Background: an optimization exercise with open tools, aiming at small area, a short achievable clock period and few clock cycles per item. Do not read the settings as production practice. Only simulation tests tie the RTL to the original design; equivalence was not proved. No activity file was given, so power comes from the tool's default toggle rates.

== green ==
==> flow/design.v <==
module sha1_core (
    input  wire         clk,
    input  wire         rst,       
    input  wire         start,     
    output wire         ready,
    input  wire [511:0] chunk,     
    input  wire [159:0] h_in,      
    output reg          done,      
    output wire [159:0] h_out      
);
    localparam [31:0] K0 = 32'h5A827999;
    localparam [31:0] K1 = 32'h6ED9EBA1;
    localparam [31:0] K2 = 32'h8F1BBCDC;
    localparam [31:0] K3 = 32'hCA62C1D6;
    reg         busy;
    reg         rdy;                
    reg         sh, ld;             
    reg [6:0]   cnt;                
    reg [31:0]  w [0:15];           
    reg [31:0]  a, b, c;            
    reg [31:0]  p;                  
    reg [31:0]  q;                  
    reg [31:0]  r [0:4];            
    reg         prep;               
    reg         is_ch, is_maj;      
    reg [31:0]  k;                  
    reg         fin_rot, fin_b, fin_w, fin_w2;
    wire load = start && !busy && !rst;
    assign ready = rdy;
    wire [31:0] fb = a;
    wire [31:0] fc = {b[1:0], b[31:2]};
    wire [31:0] fd = c;
    wire [31:0] f1 = is_ch ? fc : is_maj ? (fc | fd) : ~(fc ^ fd);
    wire [31:0] f0 = is_ch ? fd : is_maj ? (fc & fd) :  (fc ^ fd);
    wire [31:0] f  = (fb & f1) | (~fb & f0);
    wire [31:0] q_next = c + k + w[0];
    wire [31:0] p_next = f + q;
    wire [31:0] t_new  = {a[26:0], a[31:27]} + p;
    wire [31:0] w_mix  = w[13] ^ w[8] ^ w[2] ^ w[0];
    wire [31:0] w_next = {w_mix[30:0], w_mix[31]};
    wire [31:0] fin_op = ({32{fin_rot}} & {a[1:0], a[31:2]}) |
                         ({32{fin_b}}   & a) |
                         ({32{fin_w}}   & w[12]);
    wire [31:0] fin_sum = r[0] + fin_op;
    assign h_out = {a, r[4], r[3], r[2], r[1]};
    reg [31:0] w_sh [0:15];
    reg [31:0] r_sh [0:4];
    reg [31:0] h_ring [0:4];
    integer j;
    always @(*) begin
        for (j = 0; j < 15; j = j + 1)
            w_sh[j] = w[j+1];
        w_sh[15] = w_next;
        if (fin_w2)
            w_sh[10] = r[4];                             
        for (j = 0; j < 4; j = j + 1)
            r_sh[j] = r[j+1];
        r_sh[4] = fin_sum;
        h_ring[0] = h_in[95:64];                         
        h_ring[1] = h_in[127:96];                        
        h_ring[2] = h_in[159:128];                       
        h_ring[3] = h_in[31:0];                          
        h_ring[4] = h_in[63:32];                         
    end
    wire [6:0] cnt_n = busy ? cnt + 7'd1 : 7'd0;
    integer i;
    always @(posedge clk) begin
        if (rst) begin
            busy <= 1'b0;
            rdy  <= 1'b1;
            done <= 1'b0;
        end else begin
            done <= 1'b0;
            if (load) begin
                busy <= 1'b1;
                rdy  <= 1'b0;
            end else if (busy && cnt == 7'd81) begin
                busy <= 1'b0;
                rdy  <= 1'b1;
                done <= 1'b1;
            end
        end
        sh <= !rst && (load || (busy && !fin_b));
        ld <= rst || (!load && (!busy || fin_b));
        cnt     <= cnt_n;
        prep    <= (cnt_n <= 7'd1);
        is_ch   <= (cnt_n <= 7'd20);
        is_maj  <= (cnt_n >= 7'd41) && (cnt_n <= 7'd60);
        k       <= (cnt_n < 7'd20) ? K0 : (cnt_n < 7'd40) ? K1 :
                   (cnt_n < 7'd60) ? K2 : K3;
        fin_rot <= (cnt_n >= 7'd78) && (cnt_n <= 7'd80);
        fin_b   <= (cnt_n == 7'd81);
        fin_w   <= (cnt_n == 7'd67);
        fin_w2  <= (cnt_n == 7'd68);
        q <= q_next;
        p <= p_next;
        a <= ({32{ld}} & {h_in[93:64], h_in[95:94]}) |      
             ({32{sh}} & (prep ? r[1] : t_new));         
        b <= ({32{ld}} & {h_in[61:32], h_in[63:62]}) |      
             ({32{sh}} & a);
        c <= ({32{ld}} & h_in[31:0]) |                      
             ({32{sh}} & {b[1:0], b[31:2]});
        for (i = 0; i < 16; i = i + 1)
            w[i] <= ({32{ld}} & chunk[511 - 32*i -: 32]) | ({32{sh}} & w_sh[i]);
        for (i = 0; i < 5; i = i + 1)
            r[i] <= ({32{ld}} & h_ring[i]) | ({32{sh}} & r_sh[i]);
    end
endmodule
clock: 10.0 ns
lec_check: 0
cap_margin: 20
core_margin: 2
core_utilization: 40
cts_cluster_diameter: 100
cts_cluster_size: 25
slew_margin: 20
standard.sh (not shown) runs the stock make flow with config.mk's settings and CLKGATE_MAP_FILE= SYNTH_SCRIPT=/design/flow/synth_recipe.tcl, a recipe that flattens the netlist after the stock synthesis.
==> flow/flow/run.sh <==
#!/bin/bash
# Standard ORFS layout with two changes: the port buffers use the smallest
# buffer cell, and timing repair aims for a tighter setup slack than the
# clock period alone asks for.
export BUFFER_PORTS_ARGS="-buffer_cell sky130_fd_sc_hd__buf_1"
export SETUP_SLACK_MARGIN=6.7
bash standard.sh > standard.log 2>&1
Testbench counts of green, summed over its fixed seeds: cycles 63,752, items 768.
--- input diff green..purple ---
--- a/flow/design.v
+++ b/flow/design.v
@@ -24,7 +24,7 @@
     reg         prep;               
     reg         is_ch, is_maj;      
     reg [31:0]  k;                  
-    reg         fin_rot, fin_b, fin_w, fin_w2;
+    reg         fin_rot, fin_b, fin_w;
     wire load = start && !busy && !rst;
     assign ready = rdy;
     wire [31:0] fb = a;
@@ -51,8 +51,8 @@
         for (j = 0; j < 15; j = j + 1)
             w_sh[j] = w[j+1];
         w_sh[15] = w_next;
-        if (fin_w2)
-            w_sh[10] = r[4];                             
+        if (fin_w)
+            w_sh[11] = fin_sum;                          
         for (j = 0; j < 4; j = j + 1)
             r_sh[j] = r[j+1];
         r_sh[4] = fin_sum;
@@ -91,7 +91,6 @@
         fin_rot <= (cnt_n >= 7'd78) && (cnt_n <= 7'd80);
         fin_b   <= (cnt_n == 7'd81);
         fin_w   <= (cnt_n == 7'd67);
-        fin_w2  <= (cnt_n == 7'd68);
         q <= q_next;
         p <= p_next;
         a <= ({32{ld}} & {h_in[93:64], h_in[95:94]}) |      
[summary]
purple completed every stage of the flow, and the final layout passed the timing, DRC and antenna checks. Comparing green and purple, the higher initial antenna violation count was measured on purple. Going from green to purple, total power grew slightly. purple -> green: share of async-settable or async-resettable flops after synthesis delta 0, exact match. green reports its capture point of the worst path as r[4][15] while purple reports r[4][31]. Between green and purple, the TritonCTS buffer count is higher for purple. Comparing green and purple, the lower post-CTS setup buffer count was measured on purple. Share of the clock period used by the worst path after layout in purple vs green: up 0.58 points. Going from green to purple, per-cell routed wire length grew slightly. Per the comparison of purple with green, minimum clock period climbed 0.058 ns; proportion of cell area spent on the clock network climbed 0.20 points; met1 routed wirelength after detailed routing dropped 1.8%. Share of the core filled with cells in the final layout in purple is 0.51 points higher than in green. purple: final worst-path setup slack 0.058 ns below green. Side by side, share of the yosys chip area belonging to registers turned out higher in purple than in green. Diff green..purple | post-synthesis compound-gate area fraction | negligible.
Testbench counts of purple, summed over its fixed seeds: cycles 63,752, items 768.

---

v6:
RTL: the design.v shown in full above, as it stands there.
Settings: LEC_CHECK=0, ABC_AREA=1, CAP_MARGIN=20, CORE_MARGIN=2, CORE_UTILIZATION=40, CTS_CLUSTER_DIAMETER=100, CTS_CLUSTER_SIZE=25, SLEW_MARGIN=20; clock period 10.0 ns.
Scripts as last shown in full above: flow/flow/run.sh
Testbench counts of v6, summed over its fixed seeds: cycles 63,752, items 768.
--- input diff v6..v7 ---
--- a/flow/design.v
+++ b/flow/design.v
@@ -27,15 +27,16 @@
     reg         fin_rot, fin_b, fin_w, fin_w2;
     wire load = start && !busy && !rst;
     assign ready = rdy;
     wire [31:0] fb = a;
     wire [31:0] fc = {b[1:0], b[31:2]};
     wire [31:0] fd = c;
-    wire [31:0] f1 = is_ch ? fc : is_maj ? (fc | fd) : ~(fc ^ fd);
-    wire [31:0] f0 = is_ch ? fd : is_maj ? (fc & fd) :  (fc ^ fd);
-    wire [31:0] f  = (fb & f1) | (~fb & f0);
+    wire [31:0] f_ch  = (fb & fc) | (~fb & fd);
+    wire [31:0] f_par = fb ^ fc ^ fd;
+    wire [31:0] f_maj = (fb & fc) | (fb & fd) | (fc & fd);
+    wire [31:0] f = is_ch ? f_ch : is_maj ? f_maj : f_par;
     wire [31:0] q_next = c + k + w[0];
     wire [31:0] p_next = f + q;
     wire [31:0] t_new  = {a[26:0], a[31:27]} + p;
     wire [31:0] w_mix  = w[13] ^ w[8] ^ w[2] ^ w[0];
     wire [31:0] w_next = {w_mix[30:0], w_mix[31]};
     wire [31:0] fin_op = ({32{fin_rot}} & {a[1:0], a[31:2]}) |
Results
- Compared to v6, v7 has final cell count 3.1% lower.
- For arrival time of the worst setup path, v7 and v6 come out practically identical.
- v7: clock tree cell share of total cell area 0.16 points below v6
- Going from v6 to v7, part of the total power dissipated in combinational logic shrinks by 0.7 points.
- Against v6, total half-perimeter wirelength after legalization and detailed placement in v7 came out better.
- v7 against v6; internal power component is down slightly.
- Compared with v6, v7 ends up with less cell area.
- Est. power | v7 vs v6 | v7 lower
- | total of fill cells in the finished design | v6 vs v7 | ≈ equal |
- On register-to-register setup slack, v6 and v7 are basically level.
- Looking at final worst hold slack, v7 sits 0.012 ns lower than v6 does.
- Between v7 and v6, it is v7 whose slew at the pin with the worst max-slew slack is lower, by 0.057 ns.
Testbench counts of v7, summed over its fixed seeds: cycles 63,752, items 768.

---

Another version of the RTL of sha1_core (not shown whole).
Size in the first run: ~3400 cells after synthesis, about 860 flip-flops, ~840 I/O pins, ~0.036 mm^2 of cells after synthesis.
==> module sha1_core, before the edit <==
module sha1_core (
    input  wire         clk,
    input  wire         rst,       
    input  wire         start,     
    output wire         ready,
    input  wire [511:0] chunk,     
    input  wire [159:0] h_in,      
    output reg          done,      
    output wire [159:0] h_out      
);
    localparam [31:0] K0 = 32'h5A827999;
    localparam [31:0] K1 = 32'h6ED9EBA1;
    localparam [31:0] K2 = 32'h8F1BBCDC;
    localparam [31:0] K3 = 32'hCA62C1D6;
    reg         busy;
    reg         rdy;                
    reg         sh, ld;             
    reg [6:0]   cnt;                
    reg [31:0]  w [0:15];           
    reg [31:0]  a, b, c;            
    reg [31:0]  p;                  
    reg [31:0]  q;                  
    reg [31:0]  r [0:4];            
    reg         prep;               
    reg         is_ch, is_maj;      
    reg [31:0]  k;                  
    reg         fin_rot, fin_b, fin_w;
    wire load = start && !busy && !rst;
    assign ready = rdy;
    wire [31:0] fb = a;
    wire [31:0] fc = {b[1:0], b[31:2]};
    wire [31:0] fd = c;
    wire [31:0] f_ch  = (fb & fc) | (~fb & fd);
    wire [31:0] f_par = fb ^ fc ^ fd;
    wire [31:0] f_maj = (fb & fc) | (fb & fd) | (fc & fd);
    wire [31:0] f = is_ch ? f_ch : is_maj ? f_maj : f_par;
    wire [31:0] q_next = c + k + w[0];
    wire [31:0] p_next = f + q;
    wire [31:0] t_new  = {a[26:0], a[31:27]} + p;
    wire [31:0] w_mix  = w[13] ^ w[8] ^ w[2] ^ w[0];
    wire [31:0] w_next = {w_mix[30:0], w_mix[31]};
    wire [31:0] fin_op = ({32{fin_rot}} & {a[1:0], a[31:2]}) |
                         ({32{fin_b}}   & a) |
                         ({32{fin_w}}   & w[12]);
    wire [31:0] fin_sum = r[0] + fin_op;
    assign h_out = {a, r[4], r[3], r[2], r[1]};
    reg [31:0] w_sh [0:15];
    reg [31:0] r_sh [0:4];
    reg [31:0] h_ring [0:4];
    integer j;
    always @(*) begin
        for (j = 0; j < 15; j = j + 1)
            w_sh[j] = w[j+1];
        w_sh[15] = w_next;
        if (fin_w)
            w_sh[11] = fin_sum;                          
        for (j = 0; j < 4; j = j + 1)
            r_sh[j] = r[j+1];
        r_sh[4] = fin_sum;
        h_ring[0] = h_in[95:64];                         
        h_ring[1] = h_in[127:96];                        
        h_ring[2] = h_in[159:128];                       
        h_ring[3] = h_in[31:0];                          
        h_ring[4] = h_in[63:32];                         
    end
    wire [6:0] cnt_n = busy ? cnt + 7'd1 : 7'd0;
    integer i;
    always @(posedge clk) begin
        if (rst) begin
            busy <= 1'b0;
            rdy  <= 1'b1;
            done <= 1'b0;
        end else begin
            done <= 1'b0;
            if (load) begin
                busy <= 1'b1;
                rdy  <= 1'b0;
            end else if (busy && cnt == 7'd81) begin
                busy <= 1'b0;
                rdy  <= 1'b1;
                done <= 1'b1;
            end
        end
        sh <= !rst && (load || (busy && !fin_b));
        ld <= rst || (!load && (!busy || fin_b));
        cnt     <= cnt_n;
        prep    <= (cnt_n <= 7'd1);
        is_ch   <= (cnt_n <= 7'd20);
        is_maj  <= (cnt_n >= 7'd41) && (cnt_n <= 7'd60);
        k       <= (cnt_n < 7'd20) ? K0 : (cnt_n < 7'd40) ? K1 :
                   (cnt_n < 7'd60) ? K2 : K3;
        fin_rot <= (cnt_n >= 7'd78) && (cnt_n <= 7'd80);
        fin_b   <= (cnt_n == 7'd81);
        fin_w   <= (cnt_n == 7'd67);
        q <= q_next;
        p <= p_next;
        a <= ({32{ld}} & {h_in[93:64], h_in[95:94]}) |      
             ({32{sh}} & (prep ? r[1] : t_new));         
        b <= ({32{ld}} & {h_in[61:32], h_in[63:62]}) |      
             ({32{sh}} & a);
        c <= ({32{ld}} & h_in[31:0]) |                      
             ({32{sh}} & {b[1:0], b[31:2]});
        for (i = 0; i < 16; i = i + 1)
            w[i] <= ({32{ld}} & chunk[511 - 32*i -: 32]) | ({32{sh}} & w_sh[i]);
        for (i = 0; i < 5; i = i + 1)
            r[i] <= ({32{ld}} & h_ring[i]) | ({32{sh}} & r_sh[i]);
    end
endmodule
export LEC_CHECK = 0
export CAP_MARGIN = 20
export CORE_MARGIN = 2
export CORE_UTILIZATION = 40
export CTS_CLUSTER_DIAMETER = 100
export CTS_CLUSTER_SIZE = 20
export SLEW_MARGIN = 20
create_clock -name core_clock -period 10.0 [get_ports {clk}]
==> flow/flow/run.sh <==
#!/bin/bash
# Standard ORFS layout with two changes: the port buffers use the smallest
# buffer cell, and timing repair aims for a tighter setup slack than the
# clock period alone asks for.
export BUFFER_PORTS_ARGS="-buffer_cell sky130_fd_sc_hd__buf_1"
export SETUP_SLACK_MARGIN=6.5
bash standard.sh > standard.log 2>&1
Testbench counts at the start, summed over its fixed seeds: cycles 63,752, items 768.
Edit:
--- a/flow/design.v
+++ b/flow/design.v
@@ -30,10 +30,9 @@
     wire [31:0] fb = a;
     wire [31:0] fc = {b[1:0], b[31:2]};
     wire [31:0] fd = c;
-    wire [31:0] f_ch  = (fb & fc) | (~fb & fd);
-    wire [31:0] f_par = fb ^ fc ^ fd;
-    wire [31:0] f_maj = (fb & fc) | (fb & fd) | (fc & fd);
-    wire [31:0] f = is_ch ? f_ch : is_maj ? f_maj : f_par;
+    wire [31:0] f1 = is_ch ? fc : is_maj ? (fc | fd) : ~(fc ^ fd);
+    wire [31:0] f0 = is_ch ? fd : is_maj ? (fc & fd) :  (fc ^ fd);
+    wire [31:0] f  = (fb & f1) | (~fb & f0);
     wire [31:0] q_next = c + k + w[0];
     wire [31:0] p_next = f + q;
     wire [31:0] t_new  = {a[26:0], a[31:27]} + p;
Result: The changed run passed the timing, DRC and antenna checks. Final cell count came out higher by 1.4%. Cell area stays flat. Area after synthesis goes up by 1.5%. Via count grows by 1.9%. Total power goes down by 0.57%. Clock power stays flat. Clock skew is higher by 0.012 ns. Non-clock buffer count goes down by 25.
Testbench counts after the change, summed over its fixed seeds: cycles 63,752, items 768.

-- re-timing with driven ports --
How much do the figures lean on ideal ports? The routed layouts below were timed once more, with nothing changed but the port constraints.
Step 1 (the two cells are an assumption about what drives the block):
set clk [get_ports {clk}]
set_driving_cell -lib_cell sky130_fd_sc_hd__clkbuf_16 $clk
set_driving_cell -lib_cell sky130_fd_sc_hd__buf_2 [delete_from_list [all_inputs] $clk]
Step 2 also shifts input and output timing later by t, the mid clock arrival at the registers, as if the neighbouring blocks saw the same clock.
Three values: no drivers, after step 1, after step 2; two values: the first two.
| run | t, ns | setup WS [ns] | worst setup path at the end |
|---|---|---|---|
| green | 0.714 | 6.674 / 6.649 / 6.674 | register to register |
| purple | 0.703 | 6.616 / 6.616 / 6.616 | register to register |
| v6 | 0.736 | 6.708 / 6.629 / 6.838 | register to register |
| v7 | 0.734 | 6.698 / 6.622 / 6.832 | register to register |
| the first run of note 3 | 0.706 | 6.322 / 6.322 / 6.322 | register to register |
| the second run of note 3 | 0.728 | 6.471 / 6.471 / 6.471 | register to register |
After both steps setup and hold are still met in every run listed.
